Background: an optimization exercise with open tools, aiming at small area. Do not read the settings as production practice. The RTL was checked by simulation tests, not by an equivalence proof against the original design. Power figures rest on the tool's default switching activity, not on a simulated workload.

===== flow/run.sh =====
#!/bin/bash
# Standard ORFS layout (the standard.sh, unchanged synthesis script and
# registers) with area-oriented options:
#  - ABC maps the combinational logic with an area-recovering script
#    (flow/abc_area_map.script) in place of ORFS's delay-oriented one; timing
#    is then repaired by the normal placement/CTS/route repair steps,
#  - port buffers made from the smallest buffer cell,
#  - clock tree from clkbuf_4 cells, without dummy balancing loads.
# make's output goes to standard.log; each ORFS step keeps its own log under
# orfs/logs/.
set -uo pipefail
here=$(pwd)
rm -rf "$here/orfs_scripts"
cp -r "$FLOW_HOME/scripts" "$here/orfs_scripts"
cp "$here/flow/abc_area_map.script" "$here/orfs_scripts/abc_speed.script"
export SCRIPTS_DIR="$here/orfs_scripts"
export BUFFER_PORTS_ARGS="-buffer_cell sky130_fd_sc_hd__buf_1"
export CTS_ARGS="-sink_clustering_enable -repair_clock_nets -buf_list sky130_fd_sc_hd__clkbuf_4 -dont_use_dummy_load"
bash standard.sh > standard.log 2>&1

===== flow/abc_area_map.script =====
&get -n
&st
&dch -f
&nf -R 1000 -p -F 8 -A 4
&st
&syn2
&dch -f
&nf -R 1000 -p -F 8 -A 4
&st
&synch2
&nf -R 1000 -p -F 8 -A 4
&st
&dch -f
&nf -R 1000 -p -F 8 -A 4
&st
&dch -f
&nf -R 1000 -p -F 8 -A 4
&st
&syn2
&dch -f
&nf -R 1000 -p -F 8 -A 4
&st
&dch -f
&nf -R 1000 -p -F 8 -A 4
&st
&dch -f
&nf -R 1000 -p -F 8 -A 4
&put
topo
stime -c
dnsize -c

===== standard.sh =====
#!/bin/bash
# synth_recipe.tcl (not shown) runs the flow's synth.tcl, then flattens the netlist and writes it again
# the make line also repeats each setting of config.mk as NAME=value (left out here)
make -C /OpenROAD-flow-scripts/flow DESIGN_CONFIG=/design/flow/config.mk WORK_HOME=/design/flow/orfs CLKGATE_MAP_FILE= SYNTH_SCRIPT=/design/flow/synth_recipe.tcl "${@:-finish}"

===== config.mk =====
export PLATFORM = sky130hd
export DESIGN_NAME = sgmux
export DESIGN_NICKNAME = sgmux
export VERILOG_FILES = /design/flow/design.v
export SDC_FILE = /design/flow/constraint.sdc
export NUM_CORES = 4
export LEC_CHECK = 0
export CAP_MARGIN = 20
export CORE_MARGIN = 2
export CORE_UTILIZATION = 65
export SLEW_MARGIN = 20

===== constraint.sdc =====
create_clock -name core_clock -period 12.0 [get_ports {clk}]
set_input_delay 2.4000 -clock core_clock [delete_from_list [all_inputs] [get_ports {clk}]]
set_output_delay 2.4000 -clock core_clock [all_outputs]
set_load 0.01 [all_outputs]

===== design.v =====
module sgmux_sat18 (
    input  wire [17:0] a,
    output reg  [15:0] y
);
    always @(*) begin
        if ($signed(a) > 18'sd32767)
            y = 16'h7FFF;
        else if ($signed(a) < -18'sd32768)
            y = 16'h8000;
        else
            y = a[15:0];
    end
endmodule
module sgmux (
    input  wire         clk,
    input  wire         rst,
    input  wire         h_we,
    input  wire [5:0]   h_idx,
    input  wire [31:0]  h_wdata,
    output reg  [31:0]  h_rdata,
    input  wire [2:0]   sector,
    input  wire [255:0] rslt,
    output wire [79:0]  clist,
    output wire [15:0]  ia,
    output wire [15:0]  ib,
    output wire [15:0]  ic,
    output wire [15:0]  udcb,
    output wire [15:0]  aux
);
    localparam [4:0] NC = 5'd31;
    reg [31:0] adcbase;
    reg [4:0]  cht0 [0:2];
    reg [4:0]  cht1 [0:2];
    reg [4:0]  udcb_ch, aux_ch;
    reg [3:0]  udcb_slot, aux_slot;
    reg [3:0]  ma_sh;
    reg [3:0]  sh;                  
    reg [4:0]  pch [0:5];           
    reg [2:0]  psw;                 
    reg [30:0] cacc [0:5];          
    reg [15:0] ofo0, ofo1;          
    reg [2:0]  cflag;               
    reg [15:0] mx, my;              
    reg [1:0]  cp;                  
    reg [14:0] udcb_q, aux_q;
    reg [3:0]  ius, ias;            
    reg [4:0]  nuc, nac;            
    reg        prog;                
    reg [2:0]  cal_state;
    reg [14:0] cal_cnt;
    reg [2:0]  rc;
    reg        init_ok, asg_valid;
    reg [1:0]  asg_pair;
    reg        f_cfg, f_sector, f_illcmd, f_seq;
    wire       fail = |rc;
    wire       pwr  = ~&pch[0];     
    reg [4:0] pc0, pc8;             
    always @(*) begin
        case (asg_pair)
            2'd0:    begin pc0 = psw[0] ? pch[1] : pch[0]; pc8 = psw[0] ? pch[0] : pch[1]; end
            2'd1:    begin pc0 = psw[1] ? pch[3] : pch[2]; pc8 = psw[1] ? pch[2] : pch[3]; end
            default: begin pc0 = psw[2] ? pch[5] : pch[4]; pc8 = psw[2] ? pch[4] : pch[5]; end
        endcase
    end
    wire [4:0] cl0 = prog ? pc0 : NC;
    wire [4:0] cl8 = prog ? pc8 : NC;
    genvar g;
    generate
        for (g = 0; g < 16; g = g + 1) begin : g_clist
            if (g == 0) begin : g0
                assign clist[4:0] = cl0;
            end else if (g == 8) begin : g8
                assign clist[44:40] = cl8;
            end else begin : gv
                wire hu = (ius == g);
                wire ha = (ias == g);
                assign clist[5*g +: 5] = ~(({5{hu}} & nuc) | ({5{ha}} & nac));
            end
        end
    endgenerate
    wire [1:0] cal_p  = cal_state[1:0] - 2'd1;
    wire       is_cal = h_wdata[2:1] == 2'b11;     
    wire [1:0]  vp = (h_we && h_idx[4:3] == 2'b00) ? (is_cal ? cal_p : asg_pair)
                                                   : (h_idx[4] ? h_idx[2:1] : h_idx[1:0]);
    reg  [30:0] cv0, cv1;
    always @(*) begin
        case (vp)
            2'd0:    begin cv0 = cacc[0]; cv1 = cacc[1]; end
            2'd1:    begin cv0 = cacc[2]; cv1 = cacc[3]; end
            default: begin cv0 = cacc[4]; cv1 = cacc[5]; end
        endcase
    end
    wire        started = (cal_cnt != 15'd0);
    wire        vp_act  = (cal_state == {1'b0, vp} + 3'd1);
    wire [3:0]  vsh     = cflag[vp] ? 4'd0 : sh;
    wire [22:0] s0a = vsh[3] ? cv0[30:8] : cv0[22:0];
    wire [18:0] s0b = vsh[2] ? s0a[22:4] : s0a[18:0];
    wire [16:0] s0c = vsh[1] ? s0b[18:2] : s0b[16:0];
    wire [15:0] cv0_sh = vsh[0] ? s0c[16:1] : s0c[15:0];
    wire [22:0] s1a = vsh[3] ? cv1[30:8] : cv1[22:0];
    wire [18:0] s1b = vsh[2] ? s1a[22:4] : s1a[18:0];
    wire [16:0] s1c = vsh[1] ? s1b[18:2] : s1b[16:0];
    wire [15:0] cv1_sh = vsh[0] ? s1c[16:1] : s1c[15:0];
    wire [15:0] ofs0 = (vp_act && started) ? ofo0 : cv0_sh[15:0];
    wire [15:0] ofs1 = (vp_act && started) ? ofo1 : cv1_sh[15:0];
    wire        acc_fin = (cal_state > {1'b0, vp} + 3'd1);
    wire [30:0] accv = (acc_fin || (vp_act && started)) ? (h_idx[0] ? cv1 : cv0) : 31'd0;
    wire [16:0] msum = {mx[15], mx} + {my[15], my};
    wire [16:0] mneg = 17'd0 - msum;
    reg  [15:0] dz;
    always @(*) begin
        if (!msum[16] && msum[15])                           
            dz = 16'h8000;
        else if (msum[16] && (!msum[15] || msum[14:0] == 15'd0))  
            dz = 16'h7FFF;
        else
            dz = mneg[15:0];
    end
    assign ia = (cp == 2'd0) ? dz : mx;
    assign ib = (cp == 2'd0) ? mx : ((cp == 2'd1) ? dz : my);
    assign ic = (cp == 2'd2) ? dz : my;
    assign udcb = {1'b0, udcb_q};
    assign aux  = {1'b0, aux_q};
    wire [31:0] status = {12'd0, f_seq, f_illcmd, f_sector, f_cfg,
                          1'b0, cal_state, asg_pair, asg_valid, init_ok,
                          3'd0, fail, 1'b0, rc};
    wire [3:0] sl0 [0:2];
    wire [3:0] sl1 [0:2];
    assign sl0[0] = {psw[0], 3'd0};
    assign sl0[1] = {psw[1], 3'd0};
    assign sl0[2] = {psw[2], 3'd0};
    assign sl1[0] = {pwr & ~psw[0], 3'd0};
    assign sl1[1] = {pwr & ~psw[1], 3'd0};
    assign sl1[2] = {pwr & ~psw[2], 3'd0};
    wire [3:0] rn = h_idx[3:0];
    wire [4:0] clr = (rn[2:0] == 3'd0) ? (rn[3] ? cl8 : cl0) :
                     ~(({5{rn == ius}} & nuc) | ({5{rn == ias}} & nac));
    always @(*) begin
        h_rdata = 32'd0;
        case (h_idx)
            6'd0:  h_rdata = adcbase;
            6'd1:  h_rdata = {11'd0, cht0[2], 3'd0, cht0[1], 3'd0, cht0[0]};
            6'd2:  h_rdata = {11'd0, cht1[2], 3'd0, cht1[1], 3'd0, cht1[0]};
            6'd3:  h_rdata = {4'd0, aux_slot, 3'd0, aux_ch, 4'd0, udcb_slot, 3'd0, udcb_ch};
            6'd4:  h_rdata = {28'd0, ma_sh};
            6'd6:  h_rdata = status;
            6'd7:  h_rdata = {17'd0, cal_cnt};
            6'd8:  h_rdata = {4'd0, sl1[0], 3'd0, pch[1], 4'd0, sl0[0], 3'd0, pch[0]};
            6'd9:  h_rdata = {4'd0, sl1[1], 3'd0, pch[3], 4'd0, sl0[1], 3'd0, pch[2]};
            6'd10: h_rdata = {4'd0, sl1[2], 3'd0, pch[5], 4'd0, sl0[2], 3'd0, pch[4]};
            6'd12, 6'd13, 6'd14: h_rdata = {ofs1, ofs0};
            6'd16, 6'd17, 6'd18, 6'd19, 6'd20, 6'd21: h_rdata = {1'b0, accv};
            6'd24: h_rdata = {16'd0, ia};
            6'd25: h_rdata = {16'd0, ib};
            6'd26: h_rdata = {16'd0, ic};
            6'd27: h_rdata = {17'd0, udcb_q};
            6'd28: h_rdata = {17'd0, aux_q};
            default: begin
                if (h_idx[5:4] == 2'b10)
                    h_rdata = {27'd0, clr};
            end
        endcase
    end
    wire vcfg_ok = (udcb_ch != NC) && (aux_ch != NC) &&
                   (udcb_slot[2:0] != 3'd0) && (aux_slot[2:0] != 3'd0) &&
                   (udcb_slot != aux_slot);
    reg [4:0] new_ch [0:5];
    reg [2:0] new_sw;
    reg [2:0] pair_ok;
    integer   dp;
    reg [1:0] px, py;
    always @(*) begin
        for (dp = 0; dp < 3; dp = dp + 1) begin
            case (dp)
                0:       begin px = 2'd1; py = 2'd2; end
                1:       begin px = 2'd0; py = 2'd2; end
                default: begin px = 2'd0; py = 2'd1; end
            endcase
            if (cht0[px] != NC && cht1[py] != NC) begin
                new_ch[2*dp]   = cht0[px];
                new_ch[2*dp+1] = cht1[py];
                new_sw[dp]     = 1'b0;
                pair_ok[dp]    = 1'b1;
            end else begin
                new_ch[2*dp]   = cht1[px];
                new_ch[2*dp+1] = cht0[py];
                new_sw[dp]     = 1'b1;
                pair_ok[dp]    = (cht1[px] != NC) && (cht0[py] != NC);
            end
        end
    end
    wire       sector_ok = (sector != 3'd0) && (sector != 3'd7);
    wire [1:0] spair = (sector == 3'd2 || sector == 3'd3) ? 2'd1 :
                       (sector == 3'd4 || sector == 3'd5) ? 2'd2 : 2'd0;
    wire       sw     = is_cal ? psw[cal_p] : psw[asg_pair];
    wire [3:0] vsel   = (h_wdata[2:1] == 2'b10) ? (h_wdata[0] ? aux_slot : udcb_slot)
                                                : {sw, 3'd0};
    reg  [15:0] raw0;
    integer q;
    always @(*) begin
        raw0 = 16'd0;
        for (q = 0; q < 16; q = q + 1)
            raw0 = raw0 | (rslt[16*q +: 16] & {16{vsel == q}});
    end
    wire [15:0] raw1 = sw ? rslt[15:0] : rslt[143:128];
    wire [14:0] vval = raw0[14:0] | {15{raw0[15]}};
    wire [30:0] wv0 = cv0 & {31{started}};
    wire [30:0] wv1 = cv1 & {31{started}};
    wire [15:0] bop0 = is_cal ? wv0[15:0] : ~ofs0;
    wire [15:0] bop1 = is_cal ? wv1[15:0] : ~ofs1;
    wire [16:0] s0 = {1'b0, raw0} + {1'b0, bop0} + {16'd0, ~is_cal};
    wire [16:0] s1 = {1'b0, raw1} + {1'b0, bop1} + {16'd0, ~is_cal};
    wire [16:0] diff0 = {~s0[16], s0[15:0]};
    wire [16:0] diff1 = {~s1[16], s1[15:0]};
    wire [15:0] m0 = (diff0[16] == diff0[15]) ? diff0[15:0] : (diff0[16] ? 16'h8000 : 16'h7FFF);
    wire [15:0] m1 = (diff1[16] == diff1[15]) ? diff1[15:0] : (diff1[16] ? 16'h8000 : 16'h7FFF);
    wire [30:0] a0 = {wv0[30:16] + {14'd0, s0[16]}, s0[15:0]};
    wire [30:0] a1 = {wv1[30:16] + {14'd0, s1[16]}, s1[15:0]};
    wire [14:0] shmask = ~(15'h7FFF << sh);
    wire        win_done = &(cal_cnt | ~shmask);
    wire is_cmd = h_we && (h_idx == 6'd5);
    wire is_cfg = h_we && (h_idx <= 6'd4);
    wire ill    = (h_wdata[31:3] != 29'd0) || (h_wdata[2:0] == 3'd0);
    wire [2:0] op = h_wdata[2:0];
    wire c_init    = is_cmd && !ill && op == 3'd1;
    wire init_succ = c_init && (adcbase != 32'd0) && vcfg_ok && pair_ok == 3'b111;
    wire c_op      = is_cmd && !ill && op != 3'd1 && init_ok;
    wire c_asg_ok  = c_op && op == 3'd2 && sector_ok;
    wire c_cur_ok  = c_op && op == 3'd3 && asg_valid;
    wire c_vdc     = c_op && op == 3'd4;
    wire c_aux     = c_op && op == 3'd5;
    wire c_cal     = c_op && op[2:1] == 2'b11;
    wire c_cstart  = c_cal && (op[0] == 1'b0 || cal_state == 3'd0);
    wire c_cstep   = c_cal && !c_cstart && cal_state != 3'd4;
    wire c_done    = c_cstep && win_done;
    wire [31:0] wd0 = h_wdata & {32{~rst}};      
    wire [31:0] wd1 = h_wdata | {32{rst}};       
    always @(posedge clk) begin
        if (rst || (is_cfg && h_idx[2:0] == 3'd0)) adcbase <= wd0;
        if (rst || (is_cfg && h_idx[2:0] == 3'd1)) begin
            cht0[0] <= wd1[4:0];
            cht0[1] <= wd1[12:8];
            cht0[2] <= wd1[20:16];
        end
        if (rst || (is_cfg && h_idx[2:0] == 3'd2)) begin
            cht1[0] <= wd1[4:0];
            cht1[1] <= wd1[12:8];
            cht1[2] <= wd1[20:16];
        end
        if (rst || (is_cfg && h_idx[2:0] == 3'd3)) begin
            udcb_ch   <= wd1[4:0];
            udcb_slot <= wd0[11:8];
            aux_ch    <= wd1[20:16];
            aux_slot  <= wd0[27:24];
        end
        if (rst || (is_cfg && h_idx[2:0] == 3'd4)) ma_sh <= wd0[3:0];
    end
    integer k;
    always @(posedge clk) begin
        if (rst || init_succ) begin
            for (k = 0; k < 6; k = k + 1)
                pch[k] <= new_ch[k] | {5{rst}};
            psw <= new_sw & {3{~rst}};
            sh  <= ma_sh & {4{~rst}};
            ius <= udcb_slot & {4{~rst}};
            ias <= aux_slot & {4{~rst}};
            nuc <= ~udcb_ch & {5{~rst}};
            nac <= ~aux_ch & {5{~rst}};
        end
    end
    wire clr_c   = rst || init_succ;
    wire restore = c_cstart && started;
    wire [30:0] cd0 = clr_c ? 31'd0 : restore ? {15'd0, ofo0} : a0;
    wire [30:0] cd1 = clr_c ? 31'd0 : restore ? {15'd0, ofo1} : a1;
    always @(posedge clk) begin
        for (k = 0; k < 3; k = k + 1) begin
            if (clr_c || ((c_cstep || restore) && cal_p == k)) begin
                cacc[2*k]   <= cd0;
                cacc[2*k+1] <= cd1;
                cflag[k]    <= restore && !clr_c;
            end
        end
    end
    always @(posedge clk) begin
        if (c_cstep && !started) begin
            ofo0 <= cv0_sh[15:0];
            ofo1 <= cv1_sh[15:0];
        end
    end
    wire clr_w = rst || init_succ || c_cstart || c_done;
    always @(posedge clk) begin
        if (clr_w || c_cstep)
            cal_cnt <= (cal_cnt + 15'd1) & {15{~clr_w}};
    end
    always @(posedge clk) begin
        if (rst || c_cur_ok) begin
            mx <= m0 & {16{~rst}};
            my <= m1 & {16{~rst}};
            cp <= asg_pair & {2{~rst}};
        end
        if (rst || c_vdc) udcb_q <= vval & {15{~rst}};
        if (rst || c_aux) aux_q  <= vval & {15{~rst}};
    end
    always @(posedge clk) begin
        if (rst) begin
            cal_state <= 3'd0;
            rc        <= 3'd0;
            init_ok   <= 1'b0;
            asg_valid <= 1'b0;
            asg_pair  <= 2'd0;
            prog      <= 1'b0;
            f_cfg     <= 1'b0;
            f_sector  <= 1'b0;
            f_illcmd  <= 1'b0;
            f_seq     <= 1'b0;
        end else if (is_cfg) begin
            init_ok   <= 1'b0;
            asg_valid <= 1'b0;
        end else if (is_cmd) begin
            if (ill) begin
                rc       <= 3'd6;
                f_illcmd <= 1'b1;
            end else if (op == 3'd1) begin
                init_ok   <= 1'b0;
                asg_valid <= 1'b0;
                if (adcbase == 32'd0) begin
                    rc    <= 3'd2;
                    f_cfg <= 1'b1;
                end else if (!vcfg_ok || pair_ok != 3'b111) begin
                    rc    <= 3'd3;
                    f_cfg <= 1'b1;
                end else begin
                    prog      <= 1'b0;
                    cal_state <= 3'd0;
                    asg_pair  <= 2'd0;
                    init_ok   <= 1'b1;
                    rc        <= 3'd0;
                end
            end else if (!init_ok) begin
                rc    <= 3'd1;
                f_seq <= 1'b1;
            end else begin
                case (op)
                    3'd2: begin
                        if (!sector_ok) begin
                            asg_valid <= 1'b0;
                            rc        <= 3'd4;
                            f_sector  <= 1'b1;
                        end else begin
                            prog      <= 1'b1;
                            asg_pair  <= spair;
                            asg_valid <= 1'b1;
                            rc        <= 3'd0;
                        end
                    end
                    3'd3: begin
                        if (!asg_valid) begin
                            rc    <= 3'd5;
                            f_seq <= 1'b1;
                        end else begin
                            rc <= 3'd0;
                        end
                    end
                    3'd4, 3'd5: rc <= 3'd0;
                    default: begin
                        rc <= 3'd0;
                        if (op[0] == 1'b0 || cal_state == 3'd0) begin
                            cal_state <= 3'd1;
                            prog      <= 1'b1;
                            asg_pair  <= 2'd0;
                            asg_valid <= 1'b1;
                        end else if (cal_state != 3'd4 && win_done) begin
                            cal_state <= cal_state + 3'd1;
                            if (cal_p != 2'd2) begin
                                prog      <= 1'b1;
                                asg_pair  <= cal_p + 2'd1;
                                asg_valid <= 1'b1;
                            end else begin
                                asg_valid <= 1'b0;
                            end
                        end
                    end
                endcase
            end
        end
    end
endmodule

==> results of run 1 <==
==> metrics by stage <==
step           util (%)  total power [uW]
6_report           76.4              5930
5_1_grt            76.3              6090
4_1_cts            76.1              5680
3_5_place_dp       74.1              4730
3_3_place_gp       74.0              4630
2_1_floorplan         -              3760
==> layout make-up <==
cell class              count  area, um^2  share of cell area (%)
well taps                 539         674                    2.09
repair buffers            598        2690                    8.34
clock buffers             111         833                    2.59
multi-input cells        2264       14200                    44.1
flip-flops and latches    454       13500                    41.9
diodes                     40         100                   0.311
inverters                  60         225                   0.700
==> cells by family after synthesis <==
family / after synthesis / synth area share (%)
other: 1 / 0.0135
buffers and inverters: 62 / 0.864
XOR/XNOR: 86 / 2.71
AO/OA/AOI/OAI: 1004 / 23.8
adder cells (fa/ha/maj): 68 / 3.19
flip-flops: 454 / 48.5
multiplexers: 129 / 4.82
AND/OR/NAND/NOR: 975 / 16.1
==> path summary, 6_finish.rpt <==
path / from / to / slack (ns) / cells past startpoint
max: h_wdata[2] / cacc[3][30] / 0.90 / 48
min: f_seq / f_seq / 0.48 / 2
min reg2reg: f_seq / f_seq / 0.48 / 2
max reg2reg: cal_state[0] / cacc[3][30] / 1.81 / 47
==> power by group through the flow <==
| stage | combinational (uW) | clock [uW] | sequential [uW] |
|---|---|---|---|
| after floorplan | 1530 | 0 | 2220 |
| after global placement | 2330 | 0 | 2300 |
| after detailed placement | 2420 | 0 | 2300 |
| after CTS | 2430 | 972 | 2280 |
| after global routing | 2740 | 1050 | 2300 |
| final | 2620 | 1010 | 2300 |
==> placed cells by master, fill, tap and decap left out, types with 52 or more instances in the layout <==
master | Yosys | final
a22oi_1 | 222 | 222
nand2_1 | 411 | 407
buf_4 | 2 | 105
o21ai_0 | 203 | 201
a21oi_1 | 266 | 265
nor2_1 | 198 | 196
a222oi_1 | 60 | 60
mux2i_1 | 90 | 90
nand3_1 | 52 | 52
clkinv_1 | 60 | 59
buf_1 | 0 | 487
clkbuf_4 | 0 | 112
nor2b_1 | 73 | 73
edfxtp_1 | 439 | 439
ha_1 | 63 | 61
==> state kept, by name, indices dropped and copies added (netlist names), 5 cells and up <==
register / flops
my: 16
udcb_q: 15
cht0: 15
aux_ch: 5
mx: 16
cal_cnt: 15
nuc: 5
ofo0: 16
ofo1: 16
pch: 30
cht1: 15
udcb_ch: 5
cacc: 186
nac: 5
adcbase: 32
aux_q: 15
==> critical path: cells and delay by family <==
| kind | cells | cell delay (ns) |
|---|---|---|
| muxes | 3 | 0.45 |
| adders and majority gates | 4 | 1.33 |
| buffers and inverters | 5 | 1.27 |
| xor gates and xnor gates | 1 | 0.18 |
| AOI/OAI and AO/OA | 18 | 3.16 |
| and+or+nand+nor | 17 | 2.87 |
==> per-layer routing <==
metal,track usage (%),part of all wire (%)
met2,78.4,39
met5,0.111,0.25
met3,32.5,20
met1,67.4,31
met4,41.8,10
==> results.txt, run 1 <==
CTS tree=yes; count leader, synth=edfxtp_1; Slew headroom=9.50%; Die Y=211 um; Critical Path RT=12.61 ns; Top FF cell, synth=edfxtp_1; top-level I/O count=492; final std cells w/o fill=4066; post-layout minimum cycle time=11.10 ns; Seq pwr share=38.8%; pin count of the biggest net entering global routing=81; FFs w/ async S/R, synth=0%; unrepaired setup endpoints after global routing=no; initial antenna violation count=37; Port Buffer Count=489; Layout fillers=2902; Num Clock Sinks=454; Nets=3857; initial DRC count=7852; drt first pass iters=15; slowest CP cell=ha_2; Die W=211 um; drt wl/cell=32.2 um; syn_area_per_cell=10.0 um^2; Hold-fix buffers, CTS=0; Startpoint Class=primary input; max-cap violations=0; Worst Max-Slew Pin Slew=1.34 ns; vias in the first global route=28600; CTS Root Cell=clkbuf_4; Distinct cells, synth=62; slowest stage delay, CP=0.49 ns; clock latency on the worst-skew pair=0.99 ns; postcts setup bufs=0; worst hold margin=0.477 ns; fraction of layout cells with a size suffix above 1=6.94%; Total Wirelength=131 mm; setup TNS=0 ns; cell area after synthesis=27800 um^2; Area Overhead vs Synth=15.8%; number of enable flip-flop cells after synthesis=439; core area=42100 um^2; num rows=75; status=timing/DRC/antenna clean; endpoints failing setup=0; GRT Overall Usage=57.4%; area leader, netlist=edfxtp_1; design area=32200 um^2; GP Congestion=1.22; Yosys warning count=6; Max VDD drop=130 uV; antenna viol nets, final=0; first-pass GRT wire length=184 mm; P_sw=2580 uW; CP arrival=11.70 ns; CP Capture Type=register; top post-synthesis cells by count=439 x edfxtp_1, 411 x nand2_1, 266 x a21oi_1; WS Path Type=primary input to register; clock power share=17.0%; sw frac=43.6%; combinational power share=44.2%; Slew Limit Fails=0; final worst-path cycle share=92.5%; Hold Crit Class=register to register; clock slew at reported path FFs=0.07 ns; Seq/Total Area, Yosys=48.5%; Fin. Hold Viols=0; Synth area leaders=edfxtp_1 47%, a22oi_1 6.0%, nand2_1 5.5%; post-synth top area share=47.4%; CTS H-Tree Depth=3; Die Area=44500 um^2; cts repair resizes=0; Setup WS pre-CTS=0.485 ns; DR vias/cell=7.71; global route overflow=0; clk_skew=0.108 ns; # DRC=0; largest buffer count on any clock path=3; register bit total from synthesis=454; placed cell areas=31200 um^2; TritonCTS Buffers=111; CP max FO=26; pwr dens=184 nW/um^2; total number of vias=31400; most frequent cell on the critical path=a21oi_1; Placed Cells=3912; Worst Slack Setup Final=0.905 ns; post-synthesis cell count=2779; detailed placement HPWL=98.6 mm; internal cell power=3340 uW; f_max=90.1 MHz; initial core utilization=66.0%; leakage power=0.0114 uW
==> run 2: changes to the inputs <==
--- a/config.mk
+++ b/config.mk
@@ -5,7 +5,7 @@
 export SDC_FILE = /design/flow/constraint.sdc
 export NUM_CORES = 4
 export LEC_CHECK = 0
-export CAP_MARGIN = 20
+export CAP_MARGIN = 10
 export CORE_MARGIN = 2
 export CORE_UTILIZATION = 65
-export SLEW_MARGIN = 20
+export SLEW_MARGIN = 10
==> results.txt, run 2 <==
Nets=3852 (-0.13%); worst r2r src=cal_state[0]; Num Clock Sinks=454 (unchanged); post-layout minimum cycle time=11.19 ns (+0.0934 ns); register area=13500 um^2 (unchanged); # DRC=0 (unchanged); CP Capture Point=h_rdata[16]; drt first pass iters=15 (unchanged); gr busiest metal=met2; unrepaired setup endpoints after global routing=no; Startpoint Class=primary input; pin count of the biggest net entering global routing=81 (unchanged); CTS Root Cell=clkbuf_4; CTS tree=yes; Critical Path RT=9.60 ns (-3.01 ns); detailed placement HPWL=98.4 mm (-0.17%); fraction of layout cells with a size suffix above 1=6.75% (-0.19 points); antenna viol nets, final=0 (unchanged); DR vias/cell=7.65 (-0.83%); Max VDD drop=115 uV (-12%); Synth area leaders=edfxtp_1 47%, a22oi_1 6.0%, nand2_1 5.5%; TritonCTS Buffers=110 (-0.90%); Total Wirelength=129 mm (-1.3%); CP max FO=31 (+19%); core area=42100 um^2 (unchanged); commonest non-fill, non-tap cell in the layout=buf_1; delay-heaviest family, CP=compound AO/OA/AOI/OAI gates; Die Area=44500 um^2 (unchanged); number of enable flip-flop cells after synthesis=439 (unchanged); CP Capture Type=output pin; GRT Overall Usage=57.1% (-0.35 points); top post-synthesis cells by count=439 x edfxtp_1, 411 x nand2_1, 266 x a21oi_1; max reg flops=186 (unchanged); register bit total from synthesis=454 (unchanged); status=timing/DRC/antenna clean; initial antenna violation count=34 (-8.1%); pwr dens=183 nW/um^2 (-0.73%); initial DRC count=7675 (-2.3%); first-pass GRT wire length=183 mm (-0.71%); cell area after synthesis=27800 um^2 (unchanged); num rows=75 (unchanged); Die Y=211 um (unchanged); worst r2r path cells=46 (-2.1%); count leader, synth=edfxtp_1; CP arrival=8.79 ns (-2.91 ns); Worst Max-Slew Pin Slew=1.34 ns (-0.00784 ns); Die W=211 um (unchanged); FFs w/ async S/R, synth=0% (unchanged); met1 Resource Use GR=67.0% (-0.42 points); Most flops, register=cacc; WS Path Type=primary input to output pin; Seq/Total Area, Yosys=48.5% (unchanged); total number of vias=31100 (-0.93%); f_max=89.4 MHz (-0.83%); syn_area_per_cell=10.0 um^2 (unchanged); Slew headroom=8.67% (-0.83 points); biggest regs=cacc x186, adcbase x32, pch x30; postcts setup bufs=0 (unchanged); clk_skew=0.154 ns (+0.0461 ns); slowest CP cell=a2111oi_2; post-synthesis cell count=2779 (unchanged); CP startpoint=h_wdata[2]; max-cap violations=0 (unchanged); vias in the first global route=28400 (-0.38%); CP bufs+invs=7 (+2); r2r endpoint=cacc[3][30]; routing usage on met2=78.5% (+0.10 points); global route overflow=0 (unchanged); final worst-path cycle share=93.2% (+0.78 points); setup TNS=0 ns (unchanged); Layout fillers=2947 (+1.6%); area leader, netlist=edfxtp_1; most frequent cell on the critical path=buf_4; clock slew at reported path FFs=0.06 ns (about the same); design area=32100 um^2 (-0.18%); met3 Use GR=31.1% (-1.4 points); GP Congestion=1.22 (unchanged); Port Buffer Count=489 (unchanged); most frequent cells in the layout=487 x buf_1, 439 x edfxtp_1, 407 x nand2_1, 266 x a21oi_1, 222 x a22oi_1; CTS H-Tree Depth=3 (unchanged); post-synth top area share=47.4% (unchanged); Distinct cells, synth=62 (unchanged); Yosys warning count=6 (unchanged); clock latency on the worst-skew pair=0.93 ns (-0.06 ns); Multi-input gate area=14200 um^2 (-0.16%); Placed Cells=3911 (-0.026%); top-level I/O count=492 (unchanged); Cell Chain, Critical Path=buf_1 > nand2_1 > buf_4 > a21oi_1 > nand3_1 > o21ai_0 > clkinv_1 > ha_1 > clkinv_1 > ha_1 > nand3_1 > nor2_4 > buf_4 > a21oi_1 > a2111oi_2 > buf_4 > o211ai_1 > nand4_1 > a221oi_1 > o21ai_0 > buf_1; Area Overhead vs Synth=15.5%; Hold Crit Class=register to register; placed cell areas=31200 um^2 (about the same); drt wl/cell=31.8 um (-1.2%); Fin. Hold Viols=0 (unchanged); Top FF cell, synth=edfxtp_1; Slew Limit Fails=0 (unchanged); final std cells w/o fill=4062 (-0.098%); cts repair resizes=0 (unchanged); leakage power=0.0114 uW (-0.22%); largest buffer count on any clock path=3 (unchanged); CP Depth=21 (-56%); initial core utilization=66.0% (unchanged); endpoints failing setup=0 (unchanged); Hold-fix buffers, CTS=0 (unchanged); slowest stage delay, CP=1.17 ns (+0.68 ns); setup slack, reg-to-reg=1.93 ns (+0.12 ns)
[run 2: cell counts after synthesis]
No cell type changed its count.
[run 2: metrics by stage]
step / power (uW) / setup slack [ns] / util, % / hold WS, ns
2_1_floorplan: 3760 / 0.656 / - / 0.414
3_3_place_gp: 4630 / 0.895 / 74.0 / 0.451
3_5_place_dp: 4710 / 0.533 / 74.0 / 0.460
4_1_cts: 5660 / 1.36 / 76.0 / 0.466
5_1_grt: 6050 / 0.304 / 76.1 / 0.487
6_report: 5870 / 0.811 / 76.3 / 0.486
[run 2: layout make-up]
class	count	area share [%]
sequential	454	42.0
tap	539	2.10
timing repair buffer	594	8.26
clock buffer	110	2.57
inverter	60	0.701
antenna	41	0.319
multi-input combinational	2264	44.1
[run 2: routing by layer]
layer  routed length, um  vias up  share of wire [%]
met2               50400     3695                 39
met4               13000       26                 10
met1               39700    13900                 31
met5                 340        -               0.26
li1                    -    12400                  -
met3               25700      957                 20
[run 2: tightest hold or removal path, cell delays in order (launching register included)]
cell and delay (ns):
dfxtp_1 0.33, a31oi_1 0.05, nor2_1 0.07
[run 2: cell families after synthesis]
family	share of synthesized area [%]
compound gates	23.8
xor+xnor	2.71
fa+ha+maj	3.19
buf+inv	0.864
flops	48.5
mux	4.82
other cells	0.0135
simple gates	16.1
[run 2: how the worst min path moves through the flow]
| stage | startpoint | cells after the start | to |
|---|---|---|---|
| floorplan | f_seq | 2 | f_seq |
| global placement | f_seq | 2 | f_seq |
| detailed placement | f_seq | 2 | f_seq |
| CTS | f_seq | 2 | f_seq |
| global route | f_seq | 2 | f_seq |
| finish | f_sector | 2 | f_sector |
[run 2: power by group]
group          switching [uW]  leakage (uW)  internal (uW)
Clock                     576      0.000506            413
Combinational            1770       0.00638            818
Sequential                201       0.00450           2100
==> run 3: changes to the inputs <==
--- a/flow/run.sh
+++ b/flow/run.sh
@@ -5,7 +5,8 @@
 #    (flow/abc_area_map.script) in place of ORFS's delay-oriented one; timing
 #    is then repaired by the normal placement/CTS/route repair steps,
 #  - port buffers made from the smallest buffer cell,
-#  - clock tree from clkbuf_4 cells, without dummy balancing loads.
+#  - clock tree from clkbuf_8 cells in sink clusters of at most 16 flip-flops
+#    within 60 um, without dummy balancing loads.
 # make's output goes to standard.log; each ORFS step keeps its own log under
 # orfs/logs/.
 set -uo pipefail
@@ -15,5 +16,5 @@
 cp "$here/flow/abc_area_map.script" "$here/orfs_scripts/abc_speed.script"
 export SCRIPTS_DIR="$here/orfs_scripts"
 export BUFFER_PORTS_ARGS="-buffer_cell sky130_fd_sc_hd__buf_1"
-export CTS_ARGS="-sink_clustering_enable -repair_clock_nets -buf_list sky130_fd_sc_hd__clkbuf_4 -dont_use_dummy_load"
+export CTS_ARGS="-sink_clustering_enable -repair_clock_nets -buf_list sky130_fd_sc_hd__clkbuf_8 -sink_clustering_size 16 -sink_clustering_max_diameter 60 -dont_use_dummy_load"
 bash standard.sh > standard.log 2>&1
--- a/config.mk
+++ b/config.mk
@@ -5,7 +5,7 @@
 export SDC_FILE = /design/flow/constraint.sdc
 export NUM_CORES = 4
 export LEC_CHECK = 0
-export CAP_MARGIN = 10
+export CAP_MARGIN = 20
 export CORE_MARGIN = 2
 export CORE_UTILIZATION = 65
-export SLEW_MARGIN = 10
+export SLEW_MARGIN = 20
==> results.txt, run 3 <==
Die Area=44500 um^2 (unchanged); Startpoint Class=primary input; max-cap violations=0 (unchanged); most frequent cell on the critical path=a21oi_1; endpoints failing setup=0 (unchanged); clock slew at reported path FFs=0.09 ns (+0.03 ns); initial DRC count=7733 (+0.76%); Most flops, register=cacc; Port Buffer Count=489 (unchanged); CP arrival=11.64 ns (+2.85 ns); register area=13500 um^2 (unchanged); CTS H-Tree Depth=2 (-1); Critical Path RT=12.31 ns (+2.71 ns); Num Clock Sinks=454 (unchanged); placed cell areas=31200 um^2 (about the same); FFs w/ async S/R, synth=0% (unchanged); DR vias/cell=7.69 (+0.52%); clock power share=14.0% (-2.8 points); Die Y=211 um (unchanged); P_sw=2490 uW (-2.1%); post-synth top area share=47.4% (unchanged); cell area after synthesis=27800 um^2 (unchanged); number of enable flip-flop cells after synthesis=439 (unchanged); sw frac=43.6% (+0.33 points); CP Capture Type=register; worst r2r src=cal_state[0]; Fin. Hold Viols=0 (unchanged); drt wl/cell=32.3 um (+1.5%); Seq/Total Area, Yosys=48.5% (unchanged); top post-synthesis cells by count=439 x edfxtp_1, 411 x nand2_1, 266 x a21oi_1; Multi-input gate area=14200 um^2 (+0.16%); max reg flops=186 (unchanged); initial antenna violation count=40 (+18%); unrepaired setup endpoints after global routing=no; largest buffer count on any clock path=3 (unchanged); Top FF cell, synth=edfxtp_1; Slew Limit Fails=0 (unchanged); core area=42100 um^2 (unchanged); hold path startpoint=f_seq; fraction of layout cells with a size suffix above 1=4.95% (-1.8 points); detailed placement HPWL=98.6 mm (+0.17%); WS Path Type=primary input to register; first-pass GRT wire length=182 mm (-0.55%); slowest stage delay, CP=0.50 ns (-0.67 ns); drt first pass iters=14 (-1); Synth area leaders=edfxtp_1 47%, a22oi_1 6.0%, nand2_1 5.5%; CP max FO=26 (-16%); CP startpoint=h_wdata[2]; TritonCTS Buffers=39 (-65%); CTS tree=yes; Worst Max-Slew Pin Slew=1.40 ns (+0.0672 ns); commonest non-fill, non-tap cell in the layout=buf_1; met1 wire length=40.2 mm (+1.2%); Distinct cells, synth=62 (unchanged); GRT Overall Usage=56.6% (-0.51 points); internal cell power=3220 uW (-3.4%); routed wl met3=25.0 mm (-2.6%); design area=31900 um^2 (-0.76%); clk_skew=0.0701 ns (-0.0836 ns); post-layout minimum cycle time=11.33 ns (+0.146 ns); slowest CP cell=nor2_4; worst hold margin=0.487 ns (+0.000852 ns); setup TNS=0 ns (unchanged); Slew headroom=5.51% (-3.2 points); global route overflow=0 (unchanged); most frequent cells in the layout=487 x buf_1, 439 x edfxtp_1, 407 x nand2_1, 265 x a21oi_1, 222 x a22oi_1; clock latency on the worst-skew pair=0.66 ns (-0.27 ns); Hold Crit Class=register to register; f_max=88.2 MHz (-1.3%); initial core utilization=66.0% (unchanged); vias in the first global route=27900 (-1.9%); GP Congestion=1.22 (unchanged); Nets=3784 (-1.8%); Die W=211 um (unchanged); antenna viol nets, final=0 (unchanged); pwr dens=179 nW/um^2 (-2.1%); Seq pwr share=40.2% (+1.1 points); Total Wirelength=129 mm (-0.20%); Layout fillers=2968 (+0.71%); count leader, synth=edfxtp_1; Area Overhead vs Synth=14.7%; pin count of the biggest net entering global routing=81 (unchanged); Final Core Density=75.7% (-0.58 points); top-level I/O count=492 (unchanged); area leader, netlist=edfxtp_1; post-synthesis cell count=2779 (unchanged); Max VDD drop=123 uV (+7.0%); combinational power share=45.8% (+1.8 points); Hold-fix buffers, CTS=0 (unchanged); Yosys warning count=6 (unchanged); register bit total from synthesis=454 (unchanged); leakage power=0.0112 uW (-1.8%); Max Used Layer=met5; syn_area_per_cell=10.0 um^2 (unchanged); postcts setup bufs=0 (unchanged); # DRC=0 (unchanged); CTS Root Cell=clkbuf_8; WL met2=50.5 mm (+0.23%); cts repair resizes=0 (unchanged); status=timing/DRC/antenna clean; total number of vias=30700 (-1.2%); num rows=75 (unchanged); biggest regs=cacc x186, adcbase x32, pch x30; final worst-path cycle share=94.5% (+1.2 points)
-- run 3: cell counts after synthesis --
No cell type changed its count.
-- run 3: worst paths after layout --
path,endpoint,slack [ns],cells after the start
worst min register to register,f_seq,0.49,2
worst max register to register,cacc[5][30],1.89,47
worst min-delay path,f_seq,0.49,2
worst max-delay path,cacc[5][30],0.67,48
-- run 3: power groups by stage --
| stage | sequential, uW | combinational (uW) | clock (uW) |
|---|---|---|---|
| 2_1_floorplan | 2220 | 1530 | 0 |
| 3_3_place_gp | 2300 | 2330 | 0 |
| 3_5_place_dp | 2300 | 2420 | 0 |
| 4_1_cts | 2270 | 2440 | 769 |
| 5_1_grt | 2300 | 2730 | 827 |
| 6_report | 2290 | 2610 | 798 |
-- run 3: critical path, delay by kind of cell --
kind | cells | cell delay (ns)
fa+ha+maj | 4 | 1.35
simple gates | 17 | 2.85
buf+inv | 5 | 1.26
compound gates | 18 | 3.14
mux | 3 | 0.43
xor+xnor | 1 | 0.17
-- run 3: logic make-up (layout without fill, tap and decap cells) --
logic type | count (synthesis) | after routing | share of synthesized area [%]
muxes | 129 | 129 | 4.82
and+or+nand+nor | 975 | 975 | 16.1
adders and majority gates | 68 | 68 | 3.19
AOI/OAI and AO/OA | 1004 | 1004 | 23.8
other | 1 | 41 | 0.0135
xor gates and xnor gates | 86 | 86 | 2.71
buffers and inverters | 62 | 696 | 0.864
DFF | 454 | 454 | 48.5
-- run 3: layout make-up --
type,count,area share (%)
inverter,60,0.706
tap,539,2.11
clock buffer,39,1.68
multi-input combinational,2264,44.5
antenna,39,0.306
sequential,454,42.3
timing repair buffer,597,8.40
-- run 3: per-layer routing --
layer	up-vias	global-route usage, %
met5	-	3.23
met4	30	39.8
met3	923	31.6
met2	3458	77.9
met1	14000	66.4
li1	12300	-
-- run 3: metrics by stage --
| step | power [uW] | instances | setup WS [ns] |
|---|---|---|---|
| floorplan | 3760 | 2780 | 0.656 |
| global placement | 4630 | 3911 | 0.895 |
| detailed placement | 4730 | 3912 | 0.485 |
| CTS | 5480 | 3951 | 1.08 |
| global route | 5860 | 3969 | 0.135 |
| finish | 5710 | 3992 | 0.665 |

## port drivers added, routing unchanged
How much do the figures lean on ideal ports? The routed layouts below were timed once more, with nothing changed but the port constraints.
Step 1: set_driving_cell puts a clkbuf_16 on clk and a buf_2 on each other input, an assumption about the parent block.
Step 2 moves the port delays by t, midway between the first and last clock arrival at a register: inputs arrive t later, outputs are due t later. That takes back most of the time a late clock gives input paths.
Slacks: ideal / step 1 / step 2; pairs: ideal / step 1.
run | shift t [ns] | setup slack, ns | hold slack, ns | worst setup path after step 2 | clock arrival spread, ns
run 1 | 0.995 | 0.905 / 0.889 / -0.106 | 0.477 / 0.477 / 0.477 | input to register | 0.108 / 0.108
run 2 | 0.913 | 0.811 / 0.755 / -0.063 | 0.486 / 0.486 / 0.486 | input to register | 0.154 / 0.154
run 3 | 0.685 | 0.665 / 0.665 / -0.020 | 0.487 / 0.487 / 0.487 | input to register | 0.070 / 0.070
Met with ideal ports but missed after step 2: setup timing in every run listed. For run 1, which loses most, drivers alone change the setup slack by -0.016 ns; drivers and shift together by -1.011 ns.
